From an optimization exercise on the open Yosys and OpenROAD flow, aimed at small area, a short achievable clock period and few clock cycles per item; shortcuts taken in it are not production practice.
Power and IR drop assume default switching activity.

== try-garnet ==
==> flow/design.v <==
module crc_engine (
    input  wire [7:0]  x,      
    output wire [63:0] t       
);
    localparam [63:0] POLY_R = 64'hC96C5795D7870F42;   
    function [63:0] table_entry(input [7:0] i);
        reg [63:0] c;
        integer k;
        begin
            c = {56'd0, i};
            for (k = 0; k < 8; k = k + 1)
                c = c[0] ? ((c >> 1) ^ POLY_R) : (c >> 1);
            table_entry = c;
        end
    endfunction
    function [63:0] table_lin(input [7:0] i);
        integer k;
        begin
            table_lin = 64'd0;
            for (k = 0; k < 8; k = k + 1)
                if (i[k])
                    table_lin = table_lin ^ table_entry(8'd1 << k);
        end
    endfunction
    assign t = table_lin(x);
endmodule
module crc_core (
    input  wire        clk,
    input  wire        rst,
    input  wire        cmd_valid,
    output wire        cmd_ready,
    input  wire [31:0] cmd_word,
    output reg         resp_valid,
    input  wire        resp_ready,
    output wire [7:0]  resp_status,
    output wire [63:0] resp_data
);
    localparam [7:0] OP_CRC_INIT       = 8'h01;
    localparam [7:0] OP_CRC_UPDATE     = 8'h02;
    localparam [7:0] OP_CRC_READ       = 8'h03;
    localparam [7:0] OP_CRC_TABLE_READ = 8'h04;
    wire [7:0]  op  = cmd_word[7:0];
    wire [7:0]  a   = cmd_word[15:8];
    wire [15:0] off = cmd_word[31:16];
    wire is_init   = (op == OP_CRC_INIT)       && (off == 16'd0) && (a == 8'd0);
    wire is_update = (op == OP_CRC_UPDATE)     && (off == 16'd0);
    wire is_read   = (op == OP_CRC_READ)       && (off == 16'd0) && (a == 8'd0);
    wire is_table  = (op == OP_CRC_TABLE_READ) && (off == 16'd0);
    reg        s_v;
    reg        s_ill, s_upd, s_init, s_rd, s_tbl, s_op1;
    reg [7:0]  s_a;
    reg        h_ill, h_upd, h_init, h_rd, h_tbl;
    reg [7:0]  h_x;
    assign cmd_ready = !s_v;
    wire take   = cmd_valid && !s_v;
    wire pop    = resp_valid && resp_ready;
    wire h_free = pop || !resp_valid;
    reg  [63:0] crc_s;
    wire [63:0] t_val;
    reg  [63:0] crc_n;
    crc_engine u_engine (
        .x (h_x),
        .t (t_val)
    );
    always @(*) begin
        if (rst || (pop && h_init))
            crc_n = 64'hFFFFFFFFFFFFFFFF;
        else if (pop && h_upd)
            crc_n = (crc_s >> 8) ^ t_val;
        else
            crc_n = crc_s;
    end
    always @(posedge clk)
        crc_s <= crc_n;
    wire       n_op1 = s_v ? s_op1 : op[1];
    wire [7:0] n_a   = s_v ? s_a : a;
    always @(posedge clk) begin
        if (rst) begin
            resp_valid <= 1'b0;
            s_v        <= 1'b0;
        end else begin
            if (h_free) begin
                resp_valid <= s_v || take;
                s_v        <= 1'b0;
                if (s_v) begin
                    h_ill  <= s_ill;
                    h_upd  <= s_upd;
                    h_init <= s_init;
                    h_rd   <= s_rd;
                    h_tbl  <= s_tbl;
                end else begin
                    h_ill  <= !(is_init || is_update || is_read || is_table);
                    h_upd  <= is_update;
                    h_init <= is_init;
                    h_rd   <= is_read;
                    h_tbl  <= is_table;
                end
                h_x <= n_a ^ (crc_n[7:0] & {8{n_op1}});
            end else if (take) begin
                s_v    <= 1'b1;
                s_ill  <= !(is_init || is_update || is_read || is_table);
                s_upd  <= is_update;
                s_init <= is_init;
                s_rd   <= is_read;
                s_tbl  <= is_table;
                s_op1  <= op[1];
                s_a    <= a;
            end
        end
    end
    assign resp_status = {7'd0, h_ill};
    assign resp_data   = ({64{h_rd}} & ~crc_s) | ({64{h_tbl}} & t_val);
endmodule
Settings: LEC_CHECK=0, CAP_MARGIN=20, CORE_MARGIN=2, CORE_UTILIZATION=55, CTS_BUF_LIST=sky130_fd_sc_hd__clkbuf_4 sky130_fd_sc_hd__clkbuf_8, SETUP_SLACK_MARGIN=4.5, SLEW_MARGIN=20; clock period 8.0 ns.
standard.sh (not shown) runs the stock make flow with config.mk's settings and CLKGATE_MAP_FILE= SYNTH_SCRIPT=/design/flow/synth_recipe.tcl, a recipe that flattens the netlist after the stock synthesis.
==> flow/flow/run.sh <==
#!/bin/bash
set -euo pipefail
export BUFFER_PORTS_ARGS="-buffer_cell sky130_fd_sc_hd__buf_1"
bash standard.sh > standard_make.log 2>&1
--- input diff try-garnet..try-delta ---
==> flow/run.sh (new file) <==
#!/bin/bash
# synth_recipe.tcl (not shown) runs the flow's synth.tcl, then flattens the netlist and writes it again
# the make line also repeats each setting of config.mk as NAME=value (left out here)
make -C /OpenROAD-flow-scripts/flow DESIGN_CONFIG=/design/flow/config.mk WORK_HOME=/design/flow/orfs CLKGATE_MAP_FILE= SYNTH_SCRIPT=/design/flow/synth_recipe.tcl finish
==> flow/config.mk <==
export PLATFORM = sky130hd
export DESIGN_NAME = crc_core
export DESIGN_NICKNAME = crc_core
export VERILOG_FILES = /design/flow/design.v
export SDC_FILE = /design/flow/constraint.sdc
export NUM_CORES = 4
export LEC_CHECK = 0
export ABC_CLOCK_PERIOD_IN_PS = 2500
export CAP_MARGIN = 20
export CORE_MARGIN = 2
export CORE_UTILIZATION = 70
export CTS_BUF_LIST = sky130_fd_sc_hd__clkbuf_4 sky130_fd_sc_hd__clkbuf_8
export SETUP_SLACK_MARGIN = 5
export SLEW_MARGIN = 20
removed: flow/flow/run.sh
removed: flow/standard.sh
--- outcome ---
try-delta: aborted in 4_1_cts (tool error). Changes observed in try-delta relative to try-garnet: post-DP HPWL moved up, weighted congestion at the end of routability-driven global placement has increased, distinct cell type count after synthesis was more or less identical.
## Diff of input files: try-xenon against try-delta
==> flow/flow/run.sh (new file) <==
#!/bin/bash
set -euo pipefail
export BUFFER_PORTS_ARGS="-buffer_cell sky130_fd_sc_hd__buf_1"
bash standard.sh > standard_make.log 2>&1
==> flow/standard.sh (new file) <==
#!/bin/bash
# synth_recipe.tcl (not shown) runs the flow's synth.tcl, then flattens the netlist and writes it again
# the make line also repeats each setting of config.mk as NAME=value (left out here)
make -C /OpenROAD-flow-scripts/flow DESIGN_CONFIG=/design/flow/config.mk WORK_HOME=/design/flow/orfs CLKGATE_MAP_FILE= SYNTH_SCRIPT=/design/flow/synth_recipe.tcl "${@:-finish}"
==> flow/config.mk <==
export PLATFORM = sky130hd
export DESIGN_NAME = crc_core
export DESIGN_NICKNAME = crc_core
export VERILOG_FILES = /design/flow/design.v
export SDC_FILE = /design/flow/constraint.sdc
export NUM_CORES = 4
export LEC_CHECK = 0
export CAP_MARGIN = 20
export CORE_MARGIN = 2
export CORE_UTILIZATION = 55
export CTS_BUF_LIST = sky130_fd_sc_hd__clkbuf_4 sky130_fd_sc_hd__clkbuf_8
export SLEW_MARGIN = 20
removed: flow/run.sh
Notes after the runs:
Having completed the whole flow, try-xenon delivered a layout that passed the timing, design-rule and antenna checks.
From try-delta to try-xenon, number of buffer cells added on primary ports did not move at all.
Of try-delta and try-xenon, try-delta shows the lower total placed cells including tap cells, with try-xenon above it.
The HPWL after detailed placement of try-xenon was superior to that of try-delta.
What try-xenon reported for width of the chip has to be multiplied by 0.891 to get the figure for try-delta.
Re synthesized cell area: no difference whatsoever between try-delta and try-xenon.
Of try-delta and try-xenon, the lower starting utilization of the core area belongs to try-xenon.
Per the comparison of try-xenon with try-delta, number of core rows rose 13%, weighted congestion reported at the end of routability-driven placement went down by about 1.6%, buffers inserted during post-CTS setup optimization went down by 126.
The inputs of try-juniper differ from those of try-xenon as listed below.
-- flow/config.mk --
<<< try-xenon, line 10
export CORE_UTILIZATION = 55
export CTS_BUF_LIST = sky130_fd_sc_hd__clkbuf_4 sky130_fd_sc_hd__clkbuf_8
export SLEW_MARGIN = 20
>>> try-juniper, line 10
export CORE_UTILIZATION = 55
export CTS_BUF_LIST = sky130_fd_sc_hd__clkbuf_4 sky130_fd_sc_hd__clkbuf_8
export SETUP_SLACK_MARGIN = 4.0
export SLEW_MARGIN = 20
--- outcome ---
- try-xenon → try-juniper: fraction of area in registers shows a reduction of 2.9 points; via count now larger; total length of routed wires now sits higher.
- The run with more setup slack is try-juniper; try-xenon has less.
- Share of total power in combinational logic in try-juniper is 5.2 points higher than in try-xenon
- Against try-xenon, try-juniper comes in 3.7 points lower on fraction of power consumed by sequential logic.
- try-juniper ended with more first-pass GRT wire length than try-xenon.
- A capturing element of the worst setup path of resp_data[16] is what try-xenon shows, while resp_data[25] belongs to try-juniper.
- try-juniper vs try-xenon — buffer count from post-CTS setup fixing rose 34.
- Re async set-reset flop share out of synthesis: no difference whatsoever between try-xenon and try-juniper.
- try-juniper: non-clock buffer instance count of the final layout about 43% above try-xenon
Edits applied to the flow inputs when going from try-juniper to try-indigo:
==> flow/run.sh (new file) <==
#!/bin/bash
# synth_recipe.tcl (not shown) runs the flow's synth.tcl, then flattens the netlist and writes it again
# the make line also repeats each setting of config.mk as NAME=value (left out here)
make -C /OpenROAD-flow-scripts/flow DESIGN_CONFIG=/design/flow/config.mk WORK_HOME=/design/flow/orfs CLKGATE_MAP_FILE= SYNTH_SCRIPT=/design/flow/synth_recipe.tcl finish
==> flow/config.mk <==
export PLATFORM = sky130hd
export DESIGN_NAME = crc_core
export DESIGN_NICKNAME = crc_core
export VERILOG_FILES = /design/flow/design.v
export SDC_FILE = /design/flow/constraint.sdc
export NUM_CORES = 4
export LEC_CHECK = 0
export CAP_MARGIN = 20
export CORE_MARGIN = 2
export CORE_UTILIZATION = 70
export CTS_BUF_LIST = sky130_fd_sc_hd__clkbuf_4 sky130_fd_sc_hd__clkbuf_8
export SETUP_SLACK_MARGIN = 5
export SLEW_MARGIN = 20
removed: flow/flow/run.sh
removed: flow/standard.sh
Results
Tool error DPL-0038 stopped try-indigo during 4_1_cts; no final results.
Diff try-juniper..try-indigo | count of hold buffers inserted by post-cts repair | unchanged
In the flow results for try-juniper and try-indigo, the pre-CTS setup slack is larger on try-juniper.
Changes observed in try-indigo relative to try-juniper: number of CTS-inserted buffers did not really move; synthesized cell count saw little to no change.
Sort try-juniper and try-indigo by chip height desc -> top: try-juniper
Post-CTS setup-driven buffer insertion count of try-indigo exceeds that of try-juniper by more than 100%.
Initial cell density of the core, try-juniper and try-indigo: lower on try-juniper
No run of this note included a check of the RTL's function; only the layout flow was run.

==> re-timing with driven ports <==
No port has a modelled driver above. Below, the same layouts with a new extraction and two added sets of constraints.
Step 1, drivers: a clkbuf_16 drives clk and a buf_2 each remaining input, both assumed.
Step 2 moves the port delays by t, midway between the first and last clock arrival at a register: inputs arrive t later, outputs are due t later. That takes back most of the time a late clock gives input paths.
a / b / c = no drivers / after step 1 / after step 2; a / b = the first two.
run	t (ns)	setup WS [ns]	latest minus earliest clock arrival (ns)	worst slew at a driven data input, ns
try-garnet	0.413	3.977 / 3.947 / 4.205	0.023 / 0.022	0.05
try-xenon	0.412	3.559 / 3.524 / 3.936	0.011 / 0.010	0.04
try-juniper	0.421	4.004 / 3.967 / 4.388	0.015 / 0.015	0.04
After both steps every run listed still meets setup and hold.
